What follows belongs to an exercise in optimizing a design on an open flow for small area, a short achievable clock period and few clock cycles per item; a production flow would make more cautious choices.
Only simulation tests tie the RTL to the original design; equivalence was not proved.
The clock port is modelled as an ideal driver; clocking choices that lean on that would not hold on a real chip.

## job 6456
// li_block_engine
module li_block_engine (
  input  wire         clk,
  input  wire         rst,         
  input  wire         start,       
  input  wire         decrypt,     
  input  wire [127:0] blk_in,
  input  wire [6:0]   rounds,      
  input  wire [5:0]   ca_steps,    
  input  wire         nbhd,        
  input  wire         toroidal,
  input  wire [31:0]  rule_base,
  output wire [6:0]   rk_idx,
  input  wire [127:0] rk,
  output wire         ready,
  output wire         done,
  output wire [127:0] blk_out
);
  function automatic [7:0] phi(input [7:0] x);
    begin
      phi[0] = x[0] ^ x[2];
      phi[1] = x[1] ^ x[2] ^ x[5] ^ x[6] ^ x[7];
      phi[2] = x[3];
      phi[3] = x[1] ^ x[3] ^ x[6] ^ x[7];
      phi[4] = x[1] ^ x[5] ^ x[7];
      phi[5] = x[2] ^ x[3];
      phi[6] = x[1] ^ x[4] ^ x[6] ^ x[7];
      phi[7] = x[5] ^ x[7];
    end
  endfunction
  function automatic [7:0] phiinv(input [7:0] x);
    begin
      phiinv[0] = x[0] ^ x[2] ^ x[5];
      phiinv[1] = x[4] ^ x[7];
      phiinv[2] = x[2] ^ x[5];
      phiinv[3] = x[2];
      phiinv[4] = x[2] ^ x[3] ^ x[6];
      phiinv[5] = x[1] ^ x[3] ^ x[5];
      phiinv[6] = x[1] ^ x[2] ^ x[4] ^ x[5];
      phiinv[7] = x[1] ^ x[3] ^ x[5] ^ x[7];
    end
  endfunction
  function automatic [7:0] aff(input [7:0] x);
    begin
      aff[0] = ~(x[0] ^ x[4] ^ x[5] ^ x[6] ^ x[7]);
      aff[1] = ~(x[0] ^ x[1] ^ x[5] ^ x[6] ^ x[7]);
      aff[2] = x[0] ^ x[1] ^ x[2] ^ x[6] ^ x[7];
      aff[3] = x[0] ^ x[1] ^ x[2] ^ x[3] ^ x[7];
      aff[4] = x[0] ^ x[1] ^ x[2] ^ x[3] ^ x[4];
      aff[5] = ~(x[1] ^ x[2] ^ x[3] ^ x[4] ^ x[5]);
      aff[6] = ~(x[2] ^ x[3] ^ x[4] ^ x[5] ^ x[6]);
      aff[7] = x[3] ^ x[4] ^ x[5] ^ x[6] ^ x[7];
    end
  ...
Settings: LEC_CHECK=0, ABC_CLOCK_PERIOD_IN_PS=4000, CAP_MARGIN=20, CORE_MARGIN=2, CORE_UTILIZATION=50, PLACE_DENSITY=0.6, SLEW_MARGIN=20; clock period 10.0 ns.
standard.sh (not shown) runs the stock make flow with config.mk's settings and CLKGATE_MAP_FILE= SYNTH_SCRIPT=/design/flow/synth_recipe.tcl, a recipe that flattens the netlist after the stock synthesis.
==> flow/flow/run.sh <==
#!/bin/bash
# The standard layout (standard.sh), run in two parts:
#  1. synthesis to clock-tree synthesis, setup repair aiming at 5 ns of slack
#     on the 10 ns clock, then one more repair pass through ORFS's
#     POST_CTS_TCL hook (flow/post_cts.tcl);
#  2. global route to the end, its setup repair aiming at 5.3 ns of slack.
# make's output goes to standard_1.log and standard_2.log; each ORFS step
# keeps its own log under orfs/logs.
set -euo pipefail
export POST_CTS_TCL="$PWD/flow/post_cts.tcl"
SETUP_SLACK_MARGIN=5 bash standard.sh cts > standard_1.log 2>&1
SETUP_SLACK_MARGIN=5.3 bash standard.sh > standard_2.log 2>&1
==> flow/flow/post_cts.tcl <==
# Sourced by ORFS cts.tcl after its own repair, before 4_1_cts.odb is written.
# One more setup repair: aim at 6 ns of slack on the 10 ns clock, at most 700
# moves, no gate cloning; then legalize the placement again.
log_cmd repair_timing -setup -setup_margin 6 -repair_tns 100 -max_iterations 700 \
  -skip_gate_cloning -verbose
set result [catch { detailed_placement } msg]
if { $result != 0 } {
  error "Detailed placement failed after the extra repair: $msg"
}
check_placement -verbose
report_worst_slack
report_design_area
Testbench counts of job 6456, summed over its fixed seeds: cycles 99,556, blocks 3,200.
Relative to job 6456, the following input files were edited for job 6862:
Settings: putting SETUP_SLACK_MARGIN at 5 where nothing was set; swapping 20 for 0 in CAP_MARGIN; swapping 20 for 0 in SLEW_MARGIN.
==> flow/flow/run.sh <==
#!/bin/bash
# The standard layout (standard.sh, every step) with one more setup-repair
# pass at the end of clock-tree synthesis, through ORFS's POST_CTS_TCL hook
# (flow/post_cts.tcl).  make's output goes to standard.log; each ORFS step
# keeps its own log under orfs/logs.
set -euo pipefail
export POST_CTS_TCL="$PWD/flow/post_cts.tcl"
bash standard.sh > standard.log 2>&1
==> run summary <==
- Job 6862: done, clean on timing, DRC and antenna
- Delta (job 6862 minus job 6456): detailed-routing wirelength on met1 decreased by 980 µm relative to the old numbers, depth of the worst register-to-register path down 8, final critical path time including I/O delays and setup saw an increase, register-to-register slack decreased 220 ps.
- As far as global-route usage is concerned, job 6862 and job 6456 perform about the same.
- Combined area of the multi-input logic cells ends up lower on job 6862.
- Area share of fa/ha/maj cells after synthesis of job 6862 is on par with job 6456.
- On first-pass GRT wire length, job 6456 and job 6862 are neck and neck.
- Comparing the two runs side by side, job 6862 comes out behind job 6456 on maximum clock frequency.
For job 1590, these inputs were changed with respect to job 6862:
Settings: changing SLEW_MARGIN from 0 to 20; changing CAP_MARGIN from 0 to 20.
Notes after the runs:
Of the two values seen for slowest stage cell on the critical path, sky130_fd_sc_hd__xor2_2 was produced by job 1590 and sky130_fd_sc_hd__mux2i_1 by job 6862. Between job 1590 and job 6862, the multi-input gate count does not differ in any meaningful way. In terms of filler-free cell count of the finished design, job 1590 and job 6862 differ only marginally. In the tables for job 1590 and job 6862, post-layout minimum cycle time reads lower with job 1590. Count of routing violations after the opening detailed-route iteration was lower in job 1590 than in job 6862. As far as total via count in the routed design is concerned, job 1590 and job 6862 perform about the same.
Inputs modified between job 1590 and job 4390:
==> flow/run.sh (new file) <==
#!/bin/bash
# synth_recipe.tcl (not shown) runs the flow's synth.tcl, then flattens the netlist and writes it again
# the make line also repeats each setting of config.mk as NAME=value (left out here)
make -C /OpenROAD-flow-scripts/flow DESIGN_CONFIG=/design/flow/config.mk WORK_HOME=/design/flow/orfs CLKGATE_MAP_FILE= SYNTH_SCRIPT=/design/flow/synth_recipe.tcl finish
removed: flow/flow/run.sh
removed: flow/flow/post_cts.tcl
removed: flow/standard.sh
--- outcome ---
- Final area was higher in job 1590 than in job 4390.
- Compared with job 1590, in job 4390 met3 wire length rose 370 µm; fmax fell by about 5.5%; clock skew went up; multi-input combinational gate total stayed essentially flat.
- Job 4390 vs job 1590: total area of multi-input combinational cells down in job 4390
What job 5055 does differently from job 4390 at the input level:
Settings: swapping 50 for 40 in CORE_UTILIZATION; swapping 0.6 for 0.5 in PLACE_DENSITY.
==> flow/flow/run.sh (new file) <==
#!/bin/bash
# The standard layout (standard.sh, every step) with one more setup-repair
# pass at the end of clock-tree synthesis, through ORFS's POST_CTS_TCL hook
# (flow/post_cts.tcl).  make's output goes to standard.log; each ORFS step
# keeps its own log under orfs/logs.
set -euo pipefail
export POST_CTS_TCL="$PWD/flow/post_cts.tcl"
bash standard.sh > standard.log 2>&1
==> flow/flow/post_cts.tcl (new file) <==
# Sourced by ORFS cts.tcl after its own repair, before 4_1_cts.odb is written.
# One more setup repair: aim at 6 ns of slack on the 10 ns clock, at most 700
# moves, no gate cloning; then legalize the placement again.
log_cmd repair_timing -setup -setup_margin 6 -repair_tns 100 -max_iterations 700 \
  -skip_gate_cloning -verbose
set result [catch { detailed_placement } msg]
if { $result != 0 } {
  error "Detailed placement failed after the extra repair: $msg"
}
check_placement -verbose
report_worst_slack
report_design_area
==> flow/standard.sh (new file) <==
#!/bin/bash
# synth_recipe.tcl (not shown) runs the flow's synth.tcl, then flattens the netlist and writes it again
# the make line also repeats each setting of config.mk as NAME=value (left out here)
make -C /OpenROAD-flow-scripts/flow DESIGN_CONFIG=/design/flow/config.mk WORK_HOME=/design/flow/orfs CLKGATE_MAP_FILE= SYNTH_SCRIPT=/design/flow/synth_recipe.tcl "${@:-finish}"
removed: flow/run.sh
--- outcome ---
- Number of clock buffers in the layout, job 4390 and job 5055: higher on job 5055
- Job 4390 -> job 5055: die height increased by more than 10%
- In job 5055 the die area turned out 25% higher than in job 4390.
- Going from job 4390 to job 5055, worst setup slack for register-to-register paths shows an increase of 240 ps, period utilization shows a reduction of 2.4 points, met1 demand-to-capacity share in global routing shows a reduction of 6.6 points.
- On multi-input gate count, job 4390 and job 5055 are neck and neck.
- Compare job 4390 and job 5055 | sequential share of layout area lower: job 5055
The inputs of job 2149 differ from those of job 5055 as listed below.
Settings: swapping 20 for 40 in CAP_MARGIN; swapping 0.5 for 0.6 in PLACE_DENSITY; swapping 20 for 40 in SLEW_MARGIN; swapping 40 for 50 in CORE_UTILIZATION.
### Flow results
[compare] base=job 5055 new=job 2149: pre-CTS setup slack rose 36 ps; number of inserted diodes fell 6.
Cmp job 5055 and job 2149 / maximum net fanout on the critical path / higher: job 5055
Re overall global routing resource usage: job 5055 and job 2149 aren't equal, and the higher value belongs to job 2149.
From job 5055 to job 2149 the numbers moved as follows: number of cells after detailed placement down about 5%; detailed-route wire length now sits lower; number of cells on the critical path flat; fraction of area in multi-input gates went up.
Going from job 5055 to job 2149, initial antenna violation count shrinks by about 40%.
Diff job 5055 -> job 2149 | global-route wire length before repair | down by a few percent

* * *

Starting RTL as in the previous note.
clock: 10.0 ns
lec_check: 0
abc_clock_period_in_ps: 4000
cap_margin: 20
core_margin: 2
core_utilization: 50
place_density: 0.6
slew_margin: 20
tns_end_percent: 10
==> flow/flow/run.sh <==
#!/bin/bash
# The standard layout (standard.sh), run in two parts:
#  1. synthesis to clock-tree synthesis, setup repair aiming at 5 ns of slack
#     on the 10 ns clock, then one more repair pass through ORFS's
#     POST_CTS_TCL hook (flow/post_cts.tcl);
#  2. global route to the end, its setup repair aiming at 5.3 ns of slack.
# make's output goes to standard_1.log and standard_2.log; each ORFS step
# keeps its own log under orfs/logs.
set -euo pipefail
export POST_CTS_TCL="$PWD/flow/post_cts.tcl"
SETUP_SLACK_MARGIN=5 bash standard.sh cts > standard_1.log 2>&1
SETUP_SLACK_MARGIN=5.3 bash standard.sh > standard_2.log 2>&1
==> flow/flow/post_cts.tcl <==
# Sourced by ORFS cts.tcl after its own repair, before 4_1_cts.odb is written.
# One more setup repair: aim at 6 ns of slack on the 10 ns clock, at most 700
# moves, no gate cloning; then legalize the placement again.
log_cmd repair_timing -setup -setup_margin 6 -repair_tns 100 -max_iterations 700 \
  -skip_gate_cloning -verbose
set result [catch { detailed_placement } msg]
if { $result != 0 } {
  error "Detailed placement failed after the extra repair: $msg"
}
check_placement -verbose
report_worst_slack
report_design_area
The starting point went through all stages and came out clean.
Testbench counts at the start, summed over its fixed seeds: cycles 99,556, blocks 3,200.
Edit:
==> flow/run.sh (new file) <==
#!/bin/bash
# synth_recipe.tcl (not shown) runs the flow's synth.tcl, then flattens the netlist and writes it again
# the make line also repeats each setting of config.mk as NAME=value (left out here)
make -C /OpenROAD-flow-scripts/flow DESIGN_CONFIG=/design/flow/config.mk WORK_HOME=/design/flow/orfs CLKGATE_MAP_FILE= SYNTH_SCRIPT=/design/flow/synth_recipe.tcl finish
- ABC_CLOCK_PERIOD_IN_PS: 4000 -> 3000
- SETUP_SLACK_MARGIN: unset -> 5
- TNS_END_PERCENT: 10 -> unset
removed: flow/flow/run.sh
removed: flow/flow/post_cts.tcl
removed: flow/standard.sh
Result:
- synthesized area stays the same
- final area went down by 1.4%
- setup slack is worse by 0.21 ns
- die area is unchanged
- final cell count came out lower by 0.66%

* * *

## juniper
Another version of the RTL of li_block_engine (not shown whole).
For scale: about 440 I/O pins, ~0.11 mm2 of cells after synthesis.
clock: 10.0 ns
lec_check: 0
abc_clock_period_in_ps: 4000
cap_margin: 20
core_margin: 2
core_utilization: 65
place_density: 0.72
setup_slack_margin: 5
slew_margin: 20
run.sh (not shown) runs the stock make flow with config.mk's settings and CLKGATE_MAP_FILE= SYNTH_SCRIPT=/design/flow/synth_recipe.tcl, a recipe that flattens the netlist after the stock synthesis.
Stock flow here: none of the scripts above is used.
Testbench counts of juniper, summed over its fixed seeds: cycles 99,556, blocks 3,200.
Inputs modified between juniper and xenon:
- a change of PLACE_DENSITY from 0.72 to 0.6
- a change of CORE_UTILIZATION from 65 to 50
Notes after the runs:
xenon gives more post-CTS resize count than juniper did.
xenon vs juniper, total global-route track usage went down by 9.0 points.
The floorplan row count of xenon exceeds that of juniper by 14%.
juniper reports its master of the slowest instance on the critical path as nor2_4 while xenon reports xor2_1.
The final area in xenon was higher than what juniper gave.

[what the ideal ports hide]
In the flow no input, the clock included, has a driving cell. The finished layouts below were timed again as built, in two steps. Step 1: set_driving_cell puts a clkbuf_16 on clk and a buf_2 on each other input, an assumption about the parent block. Step 2 also shifts input and output timing later by t, the mid clock arrival at the registers, as if the neighbouring blocks saw the same clock. Slacks: no drivers / after step 1 / after step 2; pairs: no drivers / after step 1.
run	t (ns)	setup WS [ns]	worst setup path after step 2	latest minus earliest clock arrival (ns)
job 6456	0.891	5.210 / 5.210 / 5.210	register to register	0.054 / 0.054
job 6862	0.900	4.993 / 4.993 / 4.993	register to register	0.075 / 0.075
job 1590	0.889	5.114 / 5.114 / 5.114	register to register	0.055 / 0.056
job 4390	0.891	4.829 / 4.829 / 4.829	register to register	0.064 / 0.065
job 5055	0.972	5.067 / 5.067 / 5.067	register to register	0.092 / 0.092
job 2149	0.901	5.082 / 5.082 / 5.082	register to register	0.066 / 0.066
the first run of note 2	0.913	5.037 / 5.037 / 5.037	register to register	0.081 / 0.082
the second run of note 2	0.891	4.829 / 4.829 / 4.829	register to register	0.064 / 0.065
juniper	0.883	4.751 / 4.751 / 4.751	register to register	0.056 / 0.056
xenon	0.885	4.942 / 4.942 / 4.942	register to register	0.069 / 0.069
After both steps setup and hold are still met in every run listed.
